Background: an optimization exercise with open tools, aiming at small area, a short achievable clock period and few clock cycles. Do not read the settings as production practice.
No activity file was given, so power comes from the tool's default toggle rates.

v30:
Design owd_core, start of the top module:
module owd_core (
    input              clk,
    input              rst,
    input              start,
    input              cancel,
    input      [31:0]  sample_rate_hz,
    input              force_overdrive,
    input              channel_valid,
    input      [7:0]   channel,
    output reg         cur_valid,
    output reg [1:0]   cur_cmd,
    output reg [31:0]  cur_n,
    input              cur_ack,
    input      [63:0]  cur_sample,
    input              cur_level,
    input              cur_eos,
    output             snk_valid,
    output     [180:0] snk_data,
    output             idle,
    output             busy,
    output             halted,
    output reg [1:0]   halt_reason,
    output     [7:0]   chan
);
make LEC_CHECK=0 ABC_CLOCK_PERIOD_IN_PS=2500 CAP_MARGIN=30 CORE_MARGIN=2 CORE_UTILIZATION=60 SETUP_SLACK_MARGIN=5 SLEW_MARGIN=30 finish   # period 12.0 ns
run.sh (not shown) runs the stock make flow with config.mk's settings and CLKGATE_MAP_FILE= SYNTH_SCRIPT=/design/flow/synth_recipe.tcl, a recipe that flattens the netlist after the stock synthesis.
v30 went all the way through synthesis, placement and routing and the layout is clean on timing, DRC and antenna.
--- input diff v30..v8 ---
--- a/flow/design.v
+++ b/flow/design.v
@@ -121,29 +121,30 @@
     wire [19:0] te_add = te_div ? {19'd0, te_ratebit} : (te_b ? tR : 20'd0);
     wire [21:0] te_t0  = {1'b0, te_sr, 1'b0} + {2'd0, te_add};
     wire [22:0] te_t1  = {1'b0, te_t0} - 23'd1000000;
     wire [22:0] te_t2  = {1'b0, te_t0} - 23'd2000000;
     wire        te_c2  = !te_t2[22];
     wire        te_c1  = !te_t1[22];
     wire [19:0] te_rn  = te_c2 ? te_t2[19:0] : te_c1 ? te_t1[19:0] : te_t0[19:0];
     wire [1:0]  te_cn  = te_c2 ? 2'd2 : te_c1 ? 2'd1 : 2'd0;
     wire [22:0] te_qn  = {te_sq[21:0], 1'b0} + {20'd0, te_scp, 1'b0} +
                          ((!te_div && te_b) ? {10'd0, tQ} : 23'd0);
     wire [22:0] te_val = tqb + {21'd0, tcp};
     wire [63:0] sb      = (ph == S_M1) ? rise : fall;
-    wire [39:0] sb_hi_p1 = sb[63:24] + 40'd1;
+    wire [24:0] dlo     = {1'b0, cur_sample[23:0]} - {1'b0, sb[23:0]};
     wire        d_eq0   = (cur_sample[63:24] == sb[63:24]);
+    wire [39:0] sb_hi_p1 = sb[63:24] + 40'd1;
     wire        d_eq1   = (cur_sample[63:24] == sb_hi_p1);
-    wire [23:0] cur_lo  = cur_sample[23:0];
-    wire [23:0] sb_lo   = sb[23:0];
+    wire        d_small = dlo[24] ? d_eq1 : d_eq0;    
+    wire [23:0] dl      = dlo[23:0];
     function lt24;
         input [23:0] a, b;
         reg [31:0] l0, e0;
         reg [15:0] l1, e1;
         reg [7:0]  l2, e2;
         reg [3:0]  l3, e3;
         reg [1:0]  l4, e4;
         integer i;
         begin
             l0 = {8'd0, ~a & b};
             e0 = {8'hFF, ~(a ^ b)};
             for (i = 0; i < 16; i = i + 1) begin
@@ -156,49 +157,32 @@
             end
             for (i = 0; i < 4; i = i + 1) begin
                 l3[i] = l2[2*i+1] | (e2[2*i+1] & l2[2*i]);
                 e3[i] = e2[2*i+1] & e2[2*i];
             end
             for (i = 0; i < 2; i = i + 1) begin
                 l4[i] = l3[2*i+1] | (e3[2*i+1] & l3[2*i]);
                 e4[i] = e3[2*i+1] & e3[2*i];
             end
             lt24 = l4[1] | (e4[1] & l4[0]);
         end
     endfunction
-    wire d_bw    = lt24(cur_lo, sb_lo);
-    wire d_small = d_bw ? d_eq1 : d_eq0;
-    function below;
-        input [23:0] c, s, t;
-        input        k2;
-        input        bw;
-        reg   [25:0] x, y, z, sm, cy, u;
-        begin
-            x  = {2'b00, c};
-            y  = {2'b11, ~s};
-            z  = {2'b11, ~t};
-            sm = x ^ y ^ z;
-            cy = (x & y) | (x & z) | (y & z);
-            u  = sm + {cy[24:0], k2} + 26'd1;
-            below = bw ? (u[25] & ~u[24]) : u[25];
-        end
-    endfunction
-    wire dd_lt10   = d_small &&  below(cur_lo, sb_lo, {8'd0, t10},   1'b1, d_bw);
-    wire dd_gt1000 = !d_small || !below(cur_lo, sb_lo, {1'b0, t1000}, 1'b0, d_bw);
-    wire dd_gt15   = !d_small || !below(cur_lo, sb_lo, {8'd0, t15},   1'b0, d_bw);
-    wire dd_gt30   = !d_small || !below(cur_lo, sb_lo, {7'd0, t30},   1'b0, d_bw);
-    wire dd_gt40   = !d_small || !below(cur_lo, sb_lo, {6'd0, t40},   1'b0, d_bw);
-    wire dd_lt88   = d_small &&  below(cur_lo, sb_lo, {5'd0, t88},   1'b1, d_bw);
-    wire dd_gt380  = !d_small || !below(cur_lo, sb_lo, {3'd0, t380},  1'b0, d_bw);
-    wire dd_lt480  = d_small &&  below(cur_lo, sb_lo, {3'd0, t480},  1'b1, d_bw);
+    wire dd_lt10   = d_small && lt24(dl, {8'd0, t10});
+    wire dd_gt1000 = !d_small || lt24({1'b0, t1000}, dl);
+    wire dd_gt15   = !d_small || lt24({8'd0, t15}, dl);
+    wire dd_gt30   = !d_small || lt24({7'd0, t30}, dl);
+    wire dd_gt40   = !d_small || lt24({6'd0, t40}, dl);
+    wire dd_lt88   = d_small && lt24(dl, {5'd0, t88});
+    wire dd_gt380  = !d_small || lt24({3'd0, t380}, dl);
+    wire dd_lt480  = d_small && lt24(dl, {3'd0, t480});
     wire x_gh   = !defer && h_lt10;
     wire x_gl   = !defer && dd_lt10;
     wire x_rst  = dd_gt380 || (force_overdrive && dd_gt40 && dd_lt88);
     wire x_warn = dd_gt380 && dd_lt480;
     reg [5:0] layer_width;
     always @(*) begin
         case (layer)
             LAYER_DATA:    layer_width = 6'd16;
             LAYER_COMMAND: layer_width = 6'd48;
             default:       layer_width = 6'd8;
         endcase
     end
## What came out
- Master of the slowest instance on the critical path: nor2b_2 -> v30, fa_2 -> v8
- The core utilization in v8 sits 2.8 points above the value recorded for v30.
- Detailed placement HPWL ended up 14% lower on v8 than on v30.
- Fraction of area in clock buffers and inverters, v30 and v8, lower one = v30.
- Delta (v8 minus v30): simple-gate area share of the yosys netlist higher, overall fraction of global-route tracks in use shrank by 1.4 points, worst-case vdd ir drop went up, met3 layer wire length in the routed design went down by 4.1%.
No run of this note included a check of the RTL's function; only the layout flow was run.

-- re-timing with driven ports --
In the flow no input, the clock included, has a driving cell. The finished layouts below were timed again as built, in two steps.
Step 1: set_driving_cell puts a clkbuf_16 on clk and a buf_2 on each other input, an assumption about the parent block.
Step 2, shift: input delay + t, output delay - t, t = (earliest + latest rising clock arrival at the registers) / 2. This alone moves slack from input paths to output paths.
Slacks: no drivers / after step 1 / after step 2; pairs: no drivers / after step 1.
run | shift t [ns] | slack for setup (ns) | hold WS [ns] | slew at the worst register clock pin (ns)
v30 | 0.693 | 5.030 / 5.030 / 4.414 | 0.456 / 0.456 / 0.456 | 0.07 / 0.07
v8 | 0.678 | 4.941 / 4.954 / 4.276 | 0.455 / 0.455 / 0.455 | 0.07 / 0.07
After both steps setup and hold are still met in every run listed. The setup slack of v8, which loses most, moves by +0.013 ns with the drivers and by -0.665 ns with both steps.
